This is an optimization exercise on Yosys and OpenROAD, whose aim is small area and few clock cycles, not a production implementation. Where RTL was checked, it was by simulation tests only, not by an equivalence proof against the original. Power and IR drop assume default switching activity.

Setup of the baseline:
## mbcodec
module mbcodec (
    input  wire        clk,
    input  wire        rst,
    input  wire        req_valid,
    output wire        req_ready,
    input  wire        req_kind,
    input  wire [15:0] req_tid,
    input  wire [7:0]  req_unit,
    input  wire [7:0]  req_fc,
    input  wire [15:0] req_addr,
    input  wire [15:0] req_qty,
    input  wire [15:0] req_value,
    input  wire        wd_valid,
    output wire        wd_ready,
    input  wire [7:0]  wd_byte,
    output wire        tx_valid,
    input  wire        tx_ready,
    output wire [7:0]  tx_byte,
    output wire        tx_last,
    output wire        tx_err,
    input  wire        rx_valid,
    output wire        rx_ready,
    input  wire [7:0]  rx_byte,
    input  wire        rx_last,
    input  wire        rx_kind,
    output wire        pd_valid,
    input  wire        pd_ready,
    output wire [7:0]  pd_byte,
    output wire        dec_valid,
    input  wire        dec_ready,
    output wire [1:0]  dec_status,
    output wire [15:0] dec_tid,
    output wire [7:0]  dec_unit,
    output wire [2:0]  dec_class,
    output wire [7:0]  dec_fc,
    output wire [15:0] dec_a,
    output wire [15:0] dec_b
);
Size in the first run: about 200 I/O pins, roughly 7600 um2 of cells after synthesis.
==> module mb_encoder, before the edit <==
module mb_encoder (
    input  wire        clk,
    input  wire        rst,
    input  wire        req_valid,
    output wire        req_ready,
    input  wire        req_kind,       
    input  wire [15:0] req_tid,
    input  wire [7:0]  req_unit,
    input  wire [7:0]  req_fc,
    input  wire [15:0] req_addr,
    input  wire [15:0] req_qty,
    input  wire [15:0] req_value,
    input  wire        wd_valid,
    output wire        wd_ready,
    input  wire [7:0]  wd_byte,
    output wire        tx_valid,
    input  wire        tx_ready,
    output reg  [7:0]  tx_byte,
    output wire        tx_last,
    output wire        tx_err
);
    reg  [3:0]  q;         
    reg  [7:0]  d;         
    reg  [15:0] crc;
    wire [10:0] qm1      = req_qty[10:0] - 11'd1;
    wire        range_ok = ~&req_addr[15:11] || (req_addr[10:0] <= ~qm1);
    wire        qty_nz   = |req_qty;
    wire        qty_coil = qty_nz && ~|req_qty[15:11] && ~&req_qty[10:5]
                           && !(req_qty[10:4] == 7'h7D && |req_qty[3:0]);    
    wire        qty_reg  = qty_nz && ~|req_qty[15:7] && ~&req_qty[6:1];      
    reg         req_ok;
    always @* begin
        case (req_fc)
            8'h01, 8'h0F: req_ok = qty_coil && range_ok;
            8'h03, 8'h10: req_ok = qty_reg && range_ok;
            8'h06:        req_ok = (req_qty == 16'd1);
            default:      req_ok = 1'b0;
        endcase
    end
    wire        is0f     = (req_fc == 8'h0F);
    wire        is10     = (req_fc == 8'h10);
    wire        multi    = is0f || is10;
    wire [7:0]  bcm1     = is10 ? {qm1[6:0], 1'b1} : qm1[10:3];    
    wire [7:0]  bc       = bcm1 + 8'd1;
    wire [8:0]  mbap_len = multi ? ({1'b0, bcm1} + 9'd8) : 9'd6;
    wire [3:0]  e         = (q == 4'd0 && !req_kind) ? 4'd6 : q;
    wire        in_data   = (e == 4'd13);
    wire        last_data = (d == 8'd0);
    wire        crc_lo    = (e == 4'd14);
    wire        crc_hi    = (e == 4'd15);
    wire        body_end  = in_data ? last_data : (e == 4'd11 && !multi);
    wire [2:0] qr      = req_qty[2:0];
    wire       mask_on = is0f && last_data && qr != 3'd0;
    wire [7:0] keep;
    genvar k;
    generate
        for (k = 0; k < 8; k = k + 1) begin : g_keep
            assign keep[k] = !mask_on || (qr > k);
        end
    endgenerate
    wire [15:0] sel  = 16'd1 << e;
    wire        is06 = (req_fc == 8'h06);
    wire [7:0]  body =
          ({8{sel[0]}}  & req_tid[15:8])
        | ({8{sel[1]}}  & req_tid[7:0])
        | ({8{sel[4]}}  & {7'd0, mbap_len[8]})
        | ({8{sel[5]}}  & mbap_len[7:0])
        | ({8{sel[6]}}  & req_unit)
        | ({8{sel[7]}}  & req_fc)
        | ({8{sel[8]}}  & req_addr[15:8])
        | ({8{sel[9]}}  & req_addr[7:0])
        | ({8{sel[10] &  is06}} & req_value[15:8])
        | ({8{sel[10] & !is06}} & req_qty[15:8])
        | ({8{sel[11] &  is06}} & req_value[7:0])
        | ({8{sel[11] & !is06}} & req_qty[7:0])
        | ({8{sel[12]}} & bc)
        | ({8{sel[13]}} & wd_byte & keep)
        | ({8{sel[14] | sel[15]}} & crc[7:0]);
    always @* tx_byte = {8{req_ok}} & body;
    assign tx_err    = !req_ok;
    assign tx_last   = !req_ok || (req_kind ? body_end : crc_hi);
    assign tx_valid  = req_valid && (!in_data || wd_valid);
    assign wd_ready  = in_data && tx_ready;
    assign req_ready = tx_ready && tx_last && (!in_data || wd_valid);
    wire        tx_fire = tx_valid && tx_ready;
    wire [15:0] crc_next;
    mb_crc16 u_crc (.crc_in(crc), .data(tx_byte), .crc_out(crc_next));
    always @(posedge clk) begin
        if (rst) begin
            q   <= 4'd0;
            crc <= 16'hFFFF;
        end else if (tx_fire) begin
            if (tx_last) begin
                q   <= 4'd0;
                crc <= 16'hFFFF;
            end else begin
                if (body_end)
                    q <= 4'd14;
                else if (!in_data)
                    q <= e + 4'd1;
                if (in_data)
                    d <= d - 8'd1;
                else
                    d <= bcm1;
                if (crc_lo)
                    crc[7:0] <= crc[15:8];
                else
                    crc <= crc_next;
            end
        end
    end
endmodule
Settings: LEC_CHECK=0, CAP_MARGIN=20, CORE_MARGIN=2, CORE_UTILIZATION=45, PLACE_DENSITY=0.6, SLEW_MARGIN=20; clock period 10.0 ns.
standard.sh (not shown) runs the stock make flow with config.mk's settings and CLKGATE_MAP_FILE= SYNTH_SCRIPT=/design/flow/synth_recipe.tcl, a recipe that flattens the netlist after the stock synthesis.
==> flow/flow/run.sh <==
#!/bin/bash
# The standard layout (standard.sh) with these changes:
# - synthesis: the standard flow's own synthesis script, but ABC maps for area
#   (flow/area.abc) and adders are left to ABC (no full/half-adder cells);
#   the registers are those of the standard synthesis;
# - the port buffers are the smallest buffer (buf_1), not a delay buffer;
# - clock tree synthesis uses clkbuf_8 and adds no dummy loads.
set -euo pipefail
cd "$(dirname "$0")/.."
W=$PWD
export FLOW_SYNTH_TCL=$W/synth_recipe.tcl
export AREA_ABC_SCRIPT=$W/flow/area.abc
export BUFFER_PORTS_ARGS="-buffer_cell sky130_fd_sc_hd__buf_1"
export CTS_ARGS="-sink_clustering_enable -repair_clock_nets -dont_use_dummy_load -buf_list sky130_fd_sc_hd__clkbuf_8"
sed -e "s|SYNTH_SCRIPT=[^ ]*|SYNTH_SCRIPT=$W/flow/synth_area.tcl ADDER_MAP_FILE=|" standard.sh > area_flow.sh
grep -q "synth_area.tcl ADDER_MAP_FILE=" area_flow.sh
bash area_flow.sh > standard.log 2>&1
==> flow/flow/area.abc <==
strash
&get -n
&fraig -x
&put
scorr
dc2
strash
&get -n
&dch -f
&nf
&put
==> flow/flow/synth_area.tcl <==
# The standard synthesis (synth_recipe.tcl, unchanged), with ABC mapping
# for area: every abc call gets flow/area.abc as its script.
proc abc {args} {
  set i [lsearch -exact $args -script]
  if {$i >= 0} {
    set args [lreplace $args [expr {$i + 1}] [expr {$i + 1}] $::env(AREA_ABC_SCRIPT)]
  }
  yosys abc {*}$args
}
source $::env(FLOW_SYNTH_TCL)
Testbench counts of the baseline, summed over its fixed seeds: cycles 95,853.
The following lists how the candidate was set up differently from the baseline:
-- flow/design.v --
<<< the baseline, line 92
        | ({8{sel[12]}} & bc)
        | ({8{sel[13]}} & wd_byte & keep)
        | ({8{sel[14] | sel[15]}} & crc[7:0]);
    always @* tx_byte = {8{req_ok}} & body;
    assign tx_err    = !req_ok;
>>> the candidate, line 92
        | ({8{sel[12]}} & bc)
        | ({8{sel[13]}} & wd_byte & keep)
        | ({8{sel[14]}} & crc[7:0])
        | ({8{sel[15]}} & crc[15:8]);
    always @* tx_byte = {8{req_ok}} & body;
    assign tx_err    = !req_ok;
<<< the baseline, line 119
                else
                    d <= bcm1;
                if (crc_lo)
                    crc[7:0] <= crc[15:8];
                else
                    crc <= crc_next;
            end
>>> the candidate, line 120
                else
                    d <= bcm1;
                if (!crc_lo)
                    crc <= crc_next;
            end
## What came out
Global-route usage in the candidate is 0.31 points above the baseline. The candidate and the baseline ended up with nearly the same number of flops mapped to enable cells by yosys. Looking at clock group share of total power, the candidate sits 0.4 points above the baseline. Diff the baseline -> the candidate: final instance area rose 0.60%; die area rose about 0.7%; utilization after layout about even. Of the two candidates, the baseline has the better setup slack after layout and the candidate the worse one. Diff the baseline -> the candidate | detailed-routing wirelength on met1 | up by a little under 10%. The candidate -> the baseline: clock buffer instance count of the final layout delta 0, exact match. [compare] base=the baseline new=the candidate: wire length per cell after detailed routing lost 0.068 um; detailed-route via count up about 2.5%.
The RTL of the candidate was laid out without a check of its function.

-- what the ideal ports hide --
The flow's constraints put no driver on any port. The routed layouts listed below were extracted and timed again, unchanged, in two steps.
Step 1 (the two cells are an assumption about what drives the block):
set clk [get_ports {clk}]
set_driving_cell -lib_cell sky130_fd_sc_hd__clkbuf_16 $clk
set_driving_cell -lib_cell sky130_fd_sc_hd__buf_2 [delete_from_list [all_inputs] $clk]
Step 2 times the ports against the registers' clock, not the clock port: input delays grow and output delays shrink by t, the midpoint of the rising clock arrivals with the driver on.
a / b / c = ideal ports / drivers / drivers and shift; a / b = the first two.
run | t, ns | setup slack, ns | hold slack, ns | worst setup path at the end | worst register clock-pin slew, ns
the baseline | 0.459 | 2.050 / 2.030 / 2.030 | 0.445 / 0.445 / 0.445 | input to output | 0.07 / 0.07
the candidate | 0.462 | 1.817 / 1.797 / 1.797 | 0.447 / 0.447 / 0.447 | input to output | 0.08 / 0.08
After both steps setup and hold are still met in every run listed.
